Context: an optimization exercise on an open-source flow, tuned for small area and a short achievable clock period. The choices shown serve that exercise and are no tape-out recipe. In this exercise RTL edits were held to simulation tests only and were not proved equivalent to the original. Power and IR drop assume default switching activity.

==> v30: inputs <==
// cia402_fsm
module cia402_fsm (
  input  wire         clk,
  input  wire         rst,
  input  wire         start,
  input  wire         operational,
  input  wire         stop_req,
  input  wire [31:0]  cfg_target_vel,
  input  wire [7:0]   cfg_mode,
  input  wire [15:0]  cfg_max_torque,
  output wire         ex_req,
  input  wire         ex_valid,
  input  wire         ex_resp_fresh,
  input  wire [127:0] ex_in,
  input  wire [15:0]  ex_wkc,
  output wire [127:0] ex_out,
  output wire [2:0]   phase,
  output wire         exit_code,
  output wire [2:0]   dstate,
  output wire [32:0]  delta,
  output wire         delta_valid,
  output wire         moving,
  output wire         enable_evt,
  output wire [31:0]  enable_pos,
  output wire         report_valid,
  output wire [63:0]  report_cycle,
  output wire [15:0]  report_status,
  output wire [15:0]  report_control,
  output wire [31:0]  report_position,
  output wire [32:0]  report_delta,
  output wire [35:0]  report_rpm,
  output wire [31:0]  report_velocity,
  output wire [7:0]   report_mode,
  output wire [15:0]  report_wkc
);
Settings: LEC_CHECK=0, CAP_MARGIN=20, CORE_MARGIN=2, CORE_UTILIZATION=40, SETUP_SLACK_MARGIN=5, SLEW_MARGIN=20, SYNTH_HIERARCHICAL=1, SYNTH_MINIMUM_KEEP_SIZE=0; clock period 8.0 ns.
standard.sh (not shown) runs the stock make flow with config.mk's settings and CLKGATE_MAP_FILE= SYNTH_SCRIPT=/design/flow/synth_recipe.tcl, a recipe that flattens the netlist after the stock synthesis.
==> flow/flow/run.sh <==
#!/bin/bash
# The standard layout (standard.sh: the standard flow's synthesis, floorplan, place, CTS, route), with the
# port buffers that placement inserts on every input and output made from the small
# sky130_fd_sc_hd__buf_1 instead of the default pick; repair may still resize them.
set -euo pipefail
bash standard.sh 'BUFFER_PORTS_ARGS=-buffer_cell sky130_fd_sc_hd__buf_1' finish > standard_flow.log 2>&1
==> v17: changes against v30 <==
--- a/flow/design.v
+++ b/flow/design.v
@@ -170,13 +170,14 @@
 endmodule
 module cia402_addhc #(parameter W = 33, parameter CI = 1) (
   input  wire [W-1:0] a,
   input  wire [W-1:0] b,
   input  wire         ci,
   output wire [W-1:0] s,
-  output wire [W-1:0] co
+  output wire [W-1:0] co,
+  output wire [W-1:0] h
 );
   function integer cl2;
     input integer x;
     integer v;
     begin
       cl2 = 0;
@@ -201,13 +202,13 @@
   localparam MO = ((W - 1) % 2 == 1) ? W - 1 : W - 2;    
   localparam L  = cl2(MO + 1);
   wire [(L+1)*W-1:0] g;
   wire [(L+1)*W-1:0] p;
   wire g0 = (CI == 2) ? ci : CI ? (a[0] | b[0]) : (a[0] & b[0]);
   wire [W-1:0] cv;
-  wire [W-1:0] h = a ^ b;
+  assign h = a ^ b;
   genvar l, i;
   generate
     for (i = 1; i < W; i = i + 2) begin : l1
       if (i == 1) begin : c
         cia402_gp1c u (.ah(a[1]), .bh(b[1]), .c(g0), .gn(g[W+1]));
         assign p[W+1] = 1'b0;
@@ -309,22 +310,20 @@
   input  wire r,
   output wire y
 );
   assign y = nrst && ((a && x) || (!(a && k) && r));
 endmodule
 module cia402_zo (
-  input  wire a1,
-  input  wire b1,
+  input  wire h1,
   input  wire a0,
   input  wire b0,
   output wire zt,
   output wire ot
 );
-  wire h = a1 ^ b1;
-  assign zt = h ~^ (a0 | b0);
-  assign ot = h ^ (a0 & b0);
+  assign zt = h1 ~^ (a0 | b0);
+  assign ot = h1 ^ (a0 & b0);
 endmodule
 module cia402_nand4 (
   input  wire [3:0] x,
   output wire       y
 );
   assign y = !(&x);
@@ -374,72 +373,69 @@
   output wire y
 );
   wire near = (z && !ge1001) || (o && ge24);
   assign y = (s && !near) || q;
 endmodule
 module cia402_near (
+  input  wire [9:0] h,
   input  wire [9:0] a,
   input  wire [9:0] b,
   input  wire [5:0] c,
   input  wire       z,
   input  wire       o,
   input  wire       s,
   input  wire       q,
   output wire       y
 );
-  wire [5:0] h;
   wire [4:0] d;
   wire [9:6] zt, ot;
   genvar i;
   generate
-    for (i = 0; i < 6; i = i + 1) begin : hl
-      cia402_x2 u (.a(a[i]), .b(b[i]), .y(h[i]));
-    end
     for (i = 0; i < 5; i = i + 1) begin : dl
       cia402_x2 u (.a(h[i]), .b(c[i]), .y(d[i]));
     end
     for (i = 6; i < 10; i = i + 1) begin : tl
-      cia402_zo u (.a1(a[i]), .b1(b[i]), .a0(a[i-1]), .b0(b[i-1]), .zt(zt[i]), .ot(ot[i]));
+      cia402_zo u (.h1(h[i]), .a0(a[i-1]), .b0(b[i-1]), .zt(zt[i]), .ot(ot[i]));
     end
   endgenerate
   wire lz, lo, ge1001, ge24;
   cia402_run u_run (.c(c[5]), .h(h[5]), .z1(zt[6] & zt[7]), .z2(zt[8] & zt[9]),
                     .o1(ot[6] & ot[7]), .o2(ot[8] & ot[9]), .zero(lz), .ones(lo));
   cia402_ge u_ge (.d(d), .lz(lz), .lo(lo), .ge1001(ge1001), .ge24(ge24));
   cia402_mv u_mv (.z(z), .o(o), .ge1001(ge1001), .ge24(ge24), .s(s), .q(q), .y(y));
 endmodule
 module cia402_hi (
+  input  wire [32:10] h,
   input  wire [32:9] a,
   input  wire [32:9] b,
   input  wire        c,
   output wire        zero,
   output wire        ones
 );
   wire [32:11] zt, ot;
   genvar i;
   generate
     for (i = 11; i <= 32; i = i + 1) begin : tl
-      cia402_zo u (.a1(a[i]), .b1(b[i]), .a0(a[i-1]), .b0(b[i-1]), .zt(zt[i]), .ot(ot[i]));
+      cia402_zo u (.h1(h[i]), .a0(a[i-1]), .b0(b[i-1]), .zt(zt[i]), .ot(ot[i]));
     end
   endgenerate
   wire [5:0] zg, og;
   generate
     for (i = 0; i < 5; i = i + 1) begin : g4
       cia402_nand4 uz (.x(zt[11+4*i +: 4]), .y(zg[i]));
       cia402_nand4 uo (.x(ot[11+4*i +: 4]), .y(og[i]));
     end
   endgenerate
   cia402_nand2 uz5 (.x(zt[32:31]), .y(zg[5]));
   cia402_nand2 uo5 (.x(ot[32:31]), .y(og[5]));
-  wire z1, z2, o1, o2, h10;
+  wire z1, z2, o1, o2;
   cia402_nor3 uz1 (.x(zg[2:0]), .y(z1));
   cia402_nor3 uz2 (.x(zg[5:3]), .y(z2));
   cia402_nor3 uo1 (.x(og[2:0]), .y(o1));
   cia402_nor3 uo2 (.x(og[5:3]), .y(o2));
-  cia402_x2 uh (.a(a[10]), .b(b[10]), .y(h10));
-  cia402_run ur (.c(c), .h(h10), .z1(z1), .z2(z2), .o1(o1), .o2(o2), .zero(zero), .ones(ones));
+  cia402_run ur (.c(c), .h(h[10]), .z1(z1), .z2(z2), .o1(o1), .o2(o2), .zero(zero), .ones(ones));
 endmodule
 module cia402_keep (
   input  wire nrst,
   input  wire x1,
   input  wire x2,
   input  wire e,
@@ -554,30 +550,31 @@
   wire [31:0] ex_pos  = ex_in[47:16];
   wire [31:0] ex_vel  = ex_in[79:48];
   wire [31:0] sp_eff = start_pos & {32{motor_enabled}};
   wire [32:0] dA = {ex_pos[31], ex_pos};
   wire [32:0] dB = ~{sp_eff[31], sp_eff};
   wire [32:0] ex_delta, dC;
+  wire [32:0] dH;
   cia402_addhc #(.W(33), .CI(1)) u_delta (.a(dA), .b(dB), .ci(1'b0), .s(ex_delta),
-                                          .co(dC));
+                                          .co(dC), .h(dH));
   wire [35:0] ex_rpm;
   wire rpm_c4;
   cia402_neg4 u_neg4 (.v(ex_vel[3:0]), .r(ex_rpm[3:0]), .c(rpm_c4));
-  wire [32:0] rS, rC;
+  wire [32:0] rS, rC, rH;
   cia402_addhc #(.W(33), .CI(2)) u_rpm (.a({ex_vel, 1'b0}),
                                         .b({~{{4{ex_vel[31]}}, ex_vel[31:4]}, 1'b0}),
-                                        .ci(rpm_c4), .s(rS), .co(rC));
+                                        .ci(rpm_c4), .s(rS), .co(rC), .h(rH));
   assign ex_rpm[35:4] = rS[32:1];
   wire hi_zero, hi_ones;
-  cia402_hi u_hi (.a(dA[32:9]), .b(dB[32:9]), .c(dC[10]), .zero(hi_zero), .ones(hi_ones));
+  cia402_hi u_hi (.h(dH[32:10]), .a(dA[32:9]), .b(dB[32:9]), .c(dC[10]), .zero(hi_zero), .ones(hi_ones));
   wire keep_delta;
   cia402_keep u_keep (.nrst(!rst), .x1(do_cycle && !motor_enabled && ex_resp_fresh),
                       .x2(do_cycle && !motor_enabled && !ex_resp_fresh && q_open),
                       .e(ex_open), .y(keep_delta));
   wire moving_nx;
-  cia402_near u_near (.a(dA[9:0]), .b(dB[9:0]), .c(dC[5:0]),
+  cia402_near u_near (.h(dH[9:0]), .a(dA[9:0]), .b(dB[9:0]), .c(dC[5:0]),
                       .z(hi_zero), .o(hi_ones),
                       .s(keep_delta && take_in && motor_enabled),
                       .q(keep_delta && !take_in && moving_q), .y(moving_nx));
   wire run_next   = rst || (run_flag && !stop_req);
   wire run_act_nx = !rst && !stop_req && (run_act_q || (do_start && run_flag));
   wire drain_nx   = !rst && (do_stop || (drain_q && !do_halt));
==> flow/flow/run.sh (replaced) <==
#!/bin/bash
# The standard layout (standard.sh: the standard flow's synthesis, floorplan, place, CTS, route), with
# - the port buffers that placement inserts on every input and output made from the small
#   sky130_fd_sc_hd__buf_1 instead of the default pick (repair may still resize them);
set -euo pipefail
bash standard.sh 'BUFFER_PORTS_ARGS=-buffer_cell sky130_fd_sc_hd__buf_1' SETUP_SLACK_MARGIN=5.4 finish > standard_flow.log 2>&1
Settings changed: SETUP_SLACK_MARGIN 5 to unset.
==> results.py <==
metrics = {
    "layout": {
        "num-nets-final": 3113,
        "finalInstanceArea_sq_um": 23500,
        "buffers": 606,
    },
    "power_and_ir_drop": {
        "pwr-share-comb_pct": 11.7,
        "power_uw": 4240,
    },
    "critical_path": {
        "crit_type": "register to output pin",
        "rr_worst_depth": 11,
    },
    "status": {
        "outcome": "timing/DRC/antenna clean",
    },
    "place": {
        "place_area_sq_um": 21100,
        "hpwl_um": 43600,
    },
}
[end of results for v30]
==> results.py <==
metrics = {
    "power_and_ir_drop": {
        "pwr-share-comb_pct": 13.7,
        "power_uw": 4290,
    },
    "place": {
        "hpwl_um": 42300,
        "place_area_sq_um": 20700,
    },
    "layout": {
        "num-nets-final": 3240,
        "finalInstanceArea_sq_um": 28700,
        "buffers": 759,
    },
    "critical_path": {
        "crit_type": "input port to register",
        "rr_worst_depth": 14,
    },
    "status": {
        "outcome": "timing/DRC/antenna clean",
    },
}
[end of results for v17]

[afterwards: timing with drivers on the ports]
The flow's constraints put no driver on any port. The routed layouts listed below were extracted and timed again, unchanged, in two steps. Step 1: set_driving_cell puts a clkbuf_16 on clk and a buf_2 on each other input, an assumption about the parent block. Step 2 also shifts input and output timing later by t, the mid clock arrival at the registers, as if the neighbouring blocks saw the same clock. Slacks: ideal ports / drivers / drivers and shift; pairs: ideal ports / drivers.
| run | t (ns) | slack for setup (ns) | worst setup path after step 2 | worst data-port slew with drivers (ns) | pins driven straight from the clock port |
|---|---|---|---|---|---|
| v30 | 0.615 | 5.050 / 4.991 / 4.432 | input to register | 0.09 | 1 |
| v17 | 0.623 | 5.048 / 5.056 / 4.432 | input to register | 0.13 | 1 |
After both steps setup and hold are still met in every run listed. For v30, which loses most, drivers alone change the setup slack by -0.059 ns; drivers and shift together by -0.618 ns.
